This design comes from an exercise in tuning for small area, a short achievable clock period and few clock cycles on the open sky130 flow, not from production work.
The RTL was checked by simulation tests, not by an equivalence proof against the original design.
Power is estimated from default activity; no workload was simulated.

## P
==> flow/design.v <==
module fww_micro_cpu (
    input  wire        clk,
    input  wire        rst,             
    input  wire        start,           
    input  wire [7:0]  start_mpc,
    input  wire        lit_msb_first,   
    output wire        busy,
    output wire        done,
    output wire [15:0] reg_a,
    output wire [15:0] reg_b,
    output wire [15:0] reg_c,
    output wire [15:0] reg_d,
    output wire [15:0] mdr,
    output wire [11:0] mar,
    output wire [7:0]  mpc,
    output wire        cs_req,
    output wire [7:0]  cs_addr,
    input  wire        cs_ack,
    input  wire [21:0] cs_rdata,
    output wire        mem_req,
    output wire        mem_we,
    output wire [11:0] mem_addr,
    output wire [15:0] mem_wdata,
    input  wire        mem_ack,
    input  wire [15:0] mem_rdata
);
    reg        run_r, done_r;
    reg        cs_pend;            
    reg        cs_dly;             
    reg        f_pend;             
    reg        mem_pend;           
    reg        we_r;               
    reg        wr_after;           
    reg        npc_pend;           
    reg        halt_pend;          
    reg [22:19] lw;                
    reg        l_needf;            
    reg        use_lit;            
    reg [15:0] op2_r;              
    reg [15:0] op1_r;              
    reg [3:0]  lr;                 
    reg [16:5] fc;                 
    reg [15:0] a_r, b_r, c_r, d_r, mdr_r;
    reg [11:0] mar_r;
    reg [7:0]  mpc_r;
    reg        msb_r;
    wire [22:1] cb = cs_rdata;
    wire rd_pend  = mem_pend & ~we_r;
    wire rd_ack   = mem_ack & ~we_r;
    wire mem_done = ~mem_pend | (mem_ack & (we_r | ~wr_after));
    wire go     = start & ~run_r;
    wire e_go   = run_r & cs_ack & ~f_pend;
    wire halt   = (cs_rdata == 22'd0);
    wire f_go   = f_pend & mem_done & ~(fc[6] & rd_pend);
    wire [4:1] cr = run_r ? cb[4:1] : 4'd0;
    reg [15:0] v2a;
    always @(*) begin
        v2a = 16'd0;
        if (cr[1]) v2a = a_r;
        if (cr[2]) v2a = b_r;
        if (cr[3]) v2a = c_r;
        if (cr[4]) v2a = d_r;
    end
    wire [15:0] v2s = cb[8] ? {v2a[14:0], 1'b0} : v2a;
    wire [7:0] lit8 = msb_r ? {cb[15], cb[16], cb[17], cb[18], cb[19], cb[20], cb[21], cb[22]}
                            : {cb[8], cb[7], cb[6], cb[5], cb[4], cb[3], cb[2], cb[1]};
    wire [15:0] mdr_f = rd_pend ? mem_rdata : mdr_r;
    wire [7:0] mdr4  = {4'd0, mdr_r[15:12]};
    wire [7:0] lit_l = msb_r ? {fc[15], fc[16], lr[0], 5'b10001} : {fc[8:5], lr};
    wire a_zero = (a_r == 16'd0);
    wire [7:0] m1 = mpc_r + 8'd1;
    wire [7:0] m2 = mpc_r + 8'd2;
    wire [7:0] mm = mpc_r + (use_lit ? lit_l : mdr4);
    wire [7:0] a20 = a_r[15] ? 8'd1 : 8'd2;
    wire [7:0] a19 = a_zero  ? 8'd1 : 8'd2;
    wire [7:0] r20 = a_r[15] ? m1 : m2;
    wire [7:0] r19 = a_zero  ? m1 : m2;
    reg [7:0] npc_e, npc_l;
    always @(*) begin
        if (cb[22]) begin
            npc_e = mpc_r;
            if (cb[17]) npc_e = m1;
            if (cb[18]) npc_e = mpc_r;    
            if (cb[19]) npc_e = r19;
            if (cb[20]) npc_e = r20;
            if (cb[21]) npc_e = mm;
        end else begin
            npc_e = 8'd0;
            if (cb[17]) npc_e = 8'd1;
            if (cb[18]) npc_e = lit8;
            if (cb[19]) npc_e = a19;
            if (cb[20]) npc_e = a20;
            if (cb[21]) npc_e = mdr4;
        end
        if (lw[22]) begin
            npc_l = mm;
            if (lw[19]) npc_l = r19;
            if (lw[20]) npc_l = r20;
            if (lw[21]) npc_l = mm;
        end else begin
            npc_l = a19;
            if (lw[20]) npc_l = a20;
            if (lw[21]) npc_l = mdr4;
        end
    end
    wire [7:0] npc = npc_pend ? npc_l : npc_e;
    wire late = cb[21] ? (cb[13] | cb[15] | rd_pend) :
                (cb[19] | cb[20]) ? cb[9] : (cb[18] & cb[22]);
    wire late_go = npc_pend & (~l_needf | ~f_pend) & (~lw[21] | ~rd_pend);
    wire f_wait = cb[6] & rd_pend;
    wire [8:5] oc = f_pend ? fc[8:5] : (run_r ? cb[8:5] : 4'd0);
    wire [15:0] v1a = oc[6] ? mdr_f : {15'd0, oc[5]};
    wire [15:0] v1s = oc[8] ? {v1a[14:0], 1'b0} : v1a;
    wire [15:0] v1n = v1s ^ {16{oc[7]}};
    wire [15:0] v3  = op2_r + op1_r + {15'd0, fc[7]};
    assign busy  = run_r;
    assign done  = done_r;
    assign reg_a = a_r;
    assign reg_b = b_r;
    assign reg_c = c_r;
    assign reg_d = d_r;
    assign mdr   = mdr_r;
    assign mar   = mar_r;
    assign mpc   = mpc_r;
    assign cs_req    = cs_pend;
    assign cs_addr   = mpc_r;
    assign mem_req   = mem_pend;
    assign mem_we    = we_r;
    assign mem_addr  = mar_r;
    assign mem_wdata = mdr_r;
    always @(posedge clk) begin
        if (rst) begin
            run_r     <= 1'b0;
            done_r    <= 1'b0;
            cs_pend   <= 1'b0;
            cs_dly    <= 1'b0;
            f_pend    <= 1'b0;
            mem_pend  <= 1'b0;
            npc_pend  <= 1'b0;
            halt_pend <= 1'b0;
        end else if (go) begin
            run_r     <= 1'b1;
            done_r    <= 1'b0;
            cs_pend   <= 1'b1;
            cs_dly    <= 1'b0;
            f_pend    <= 1'b1;
            mem_pend  <= 1'b0;
            npc_pend  <= 1'b0;
            halt_pend <= 1'b0;
        end else if (run_r) begin
            if (mem_ack) begin
                if (~we_r & wr_after) begin
                    we_r     <= 1'b1;
                    wr_after <= 1'b0;
                end else
                    mem_pend <= 1'b0;
            end
            if (f_go) begin
                f_pend <= 1'b0;
                if (fc[15] | fc[16]) begin
                    mem_pend <= 1'b1;
                    we_r     <= ~fc[15];
                    wr_after <= fc[15] & fc[16];
                end
            end
            if (cs_dly) begin
                cs_dly  <= 1'b0;
                cs_pend <= 1'b1;
            end
            if (late_go) begin
                npc_pend <= 1'b0;
                cs_pend  <= 1'b1;
            end
            if (halt_pend & mem_done) begin
                halt_pend <= 1'b0;
                run_r     <= 1'b0;
                done_r    <= 1'b1;
            end
            if (e_go) begin
                if (halt) begin
                    cs_pend <= 1'b0;
                    if (mem_done) begin
                        run_r  <= 1'b0;
                        done_r <= 1'b1;
                    end else
                        halt_pend <= 1'b1;
                end else begin
                    f_pend   <= 1'b1;
                    npc_pend <= late;
                    cs_pend  <= ~late & ~f_wait;
                    cs_dly   <= ~late & f_wait;
                end
            end
        end
    end
    wire rd_only = rd_ack & ~(f_go & fc[13]);
    always @(posedge clk) begin
        op1_r <= v1n;
        if (go | e_go) begin
            op2_r <= v2s;
            fc    <= run_r ? cb[16:5] : 12'b0011_1111_0000;
        end
        if (f_go & fc[9])  a_r <= v3;
        if (f_go & fc[10]) b_r <= v3;
        if (f_go & fc[11]) c_r <= v3;
        if (f_go & fc[12]) d_r <= v3;
        if ((f_go & fc[13]) | rd_ack) mdr_r <= rd_only ? mem_rdata : v3;
        if (f_go & fc[14]) mar_r <= v3[11:0];
        if (go) begin
            mpc_r <= start_mpc;
            msb_r <= lit_msb_first;
        end else if ((e_go & ~halt & ~late) | late_go)
            mpc_r <= npc;
        if (e_go | late_go)
            use_lit <= e_go & cb[18] & cb[22] & ~cb[19] & ~cb[20] & ~cb[21];
        if (e_go) begin
            lw      <= cb[22:19];
            lr      <= msb_r ? {3'd0, cb[17]} : cb[4:1];
            l_needf <= cb[9] | cb[13] | cb[15];
        end
    end
endmodule
export LEC_CHECK = 0
export ABC_AREA = 1
export CAP_MARGIN = 20
export CORE_MARGIN = 2
export CORE_UTILIZATION = 60
export CTS_BUF_LIST = sky130_fd_sc_hd__clkbuf_4 sky130_fd_sc_hd__clkbuf_8
export SETUP_SLACK_MARGIN = 5
export SLEW_MARGIN = 20
create_clock -name core_clock -period 8.0 [get_ports {clk}]
standard.sh (not shown) runs the stock make flow with config.mk's settings and CLKGATE_MAP_FILE= SYNTH_SCRIPT=/design/flow/synth_recipe.tcl, a recipe that flattens the netlist after the stock synthesis.
==> flow/flow/run.sh <==
#!/bin/bash
# The standard layout, with the port buffers made of buf_1 cells instead of
# the delay-buffer cells buffer_ports picks by default. The output of the
# standard flow goes to standard.log; ORFS's per-step logs stay under orfs/logs.
set -euo pipefail
export BUFFER_PORTS_ARGS="-buffer_cell sky130_fd_sc_hd__buf_1"
bash standard.sh > standard.log 2>&1
Testbench counts of P, summed over its fixed seeds: cycles 47,507.
The inputs of S differ from those of P as listed below.
--- a/flow/design.v
+++ b/flow/design.v
@@ -34,11 +34,9 @@
     reg        npc_pend;           
     reg        halt_pend;          
     reg [22:19] lw;                
-    reg        l_needf;            
     reg        use_lit;            
     reg [15:0] op2_r;              
     reg [15:0] op1_r;              
-    reg [3:0]  lr;                 
     reg [16:5] fc;                 
     reg [15:0] a_r, b_r, c_r, d_r, mdr_r;
     reg [11:0] mar_r;
@@ -66,7 +64,7 @@
                             : {cb[8], cb[7], cb[6], cb[5], cb[4], cb[3], cb[2], cb[1]};
     wire [15:0] mdr_f = rd_pend ? mem_rdata : mdr_r;
     wire [7:0] mdr4  = {4'd0, mdr_r[15:12]};
-    wire [7:0] lit_l = msb_r ? {fc[15], fc[16], lr[0], 5'b10001} : {fc[8:5], lr};
+    wire [7:0] lit_l = msb_r ? {fc[15], fc[16], lw[19], 5'b10001} : {fc[8:5], lw};
     wire a_zero = (a_r == 16'd0);
     wire [7:0] m1 = mpc_r + 8'd1;
     wire [7:0] m2 = mpc_r + 8'd2;
@@ -92,7 +90,9 @@
             if (cb[20]) npc_e = a20;
             if (cb[21]) npc_e = mdr4;
         end
-        if (lw[22]) begin
+        if (use_lit)
+            npc_l = mm;
+        else if (lw[22]) begin
             npc_l = mm;
             if (lw[19]) npc_l = r19;
             if (lw[20]) npc_l = r20;
@@ -106,7 +106,8 @@
     wire [7:0] npc = npc_pend ? npc_l : npc_e;
     wire late = cb[21] ? (cb[13] | cb[15] | rd_pend) :
                 (cb[19] | cb[20]) ? cb[9] : (cb[18] & cb[22]);
-    wire late_go = npc_pend & (~l_needf | ~f_pend) & (~lw[21] | ~rd_pend);
+    wire l_needf = fc[9] | fc[13] | fc[15];
+    wire late_go = npc_pend & (~l_needf | ~f_pend) & (~lw[21] | use_lit | ~rd_pend);
     wire f_wait = cb[6] & rd_pend;
     wire [8:5] oc = f_pend ? fc[8:5] : (run_r ? cb[8:5] : 4'd0);
     wire [15:0] v1a = oc[6] ? mdr_f : {15'd0, oc[5]};
@@ -196,9 +197,11 @@
     wire rd_only = rd_ack & ~(f_go & fc[13]);
     always @(posedge clk) begin
         op1_r <= v1n;
-        if (go | e_go) begin
+        if (go | (~f_pend & ~npc_pend)) begin
             op2_r <= v2s;
             fc    <= run_r ? cb[16:5] : 12'b0011_1111_0000;
+            lw    <= ~(cb[18] & cb[22] & ~cb[19] & ~cb[20] & ~cb[21]) ? cb[22:19] :
+                     msb_r ? {3'd0, cb[17]} : cb[4:1];
         end
         if (f_go & fc[9])  a_r <= v3;
         if (f_go & fc[10]) b_r <= v3;
@@ -213,10 +216,5 @@
             mpc_r <= npc;
         if (e_go | late_go)
             use_lit <= e_go & cb[18] & cb[22] & ~cb[19] & ~cb[20] & ~cb[21];
-        if (e_go) begin
-            lw      <= cb[22:19];
-            lr      <= msb_r ? {3'd0, cb[17]} : cb[4:1];
-            l_needf <= cb[9] | cb[13] | cb[15];
-        end
     end
 endmodule
## What came out
- Comparing P against S, there is no change at all in post-detailed-route DRC marker count.
- In the reports for S and P, the smaller area of the multi-input gates belongs to S.
- Between P and S, the flow reports design area decreasing by a few percent.
- S ends up with a unique cell type count in the Yosys netlist that is 2.0% lower than in P.
- Relative to P, cell area after placement has gone down in S.
- Leakage component of the power across S and P: no real change.
- For post-synthesis xor/xnor area fraction, S and P come out practically identical.
- [S] vias after detailed routing fell 1.9% relative to P
- Between S and P, it is S whose non-clock buffer contribution to total cell area is lower, by 0.22 points.
- After detailed routing, P needs more wire than S.
- Compared with P, S shows area of all sequential standard cells lower by about 3%.
Testbench counts of S, summed over its fixed seeds: cycles 47,507.

static timing again, ports no longer ideal:
In the flow no input, the clock included, has a driving cell. The finished layouts below were timed again as built, in two steps.
Step 1 assumes that a clkbuf_16 drives the clock port and a buf_2 every other input.
Step 2 times the ports against the registers' clock, not the clock port: input delays grow and output delays shrink by t, the midpoint of the rising clock arrivals with the driver on.
a / b / c = no drivers / after step 1 / after step 2; a / b = the first two.
run	t, ns	slack for setup (ns)	worst slew at a driven data input, ns
P	0.514	5.068 / 5.025 / 4.588	0.04
S	0.500	5.051 / 5.066 / 4.570	0.04
After both steps every run listed still meets setup and hold. The setup slack of S, which loses most, moves by +0.015 ns with the drivers and by -0.481 ns with both steps.
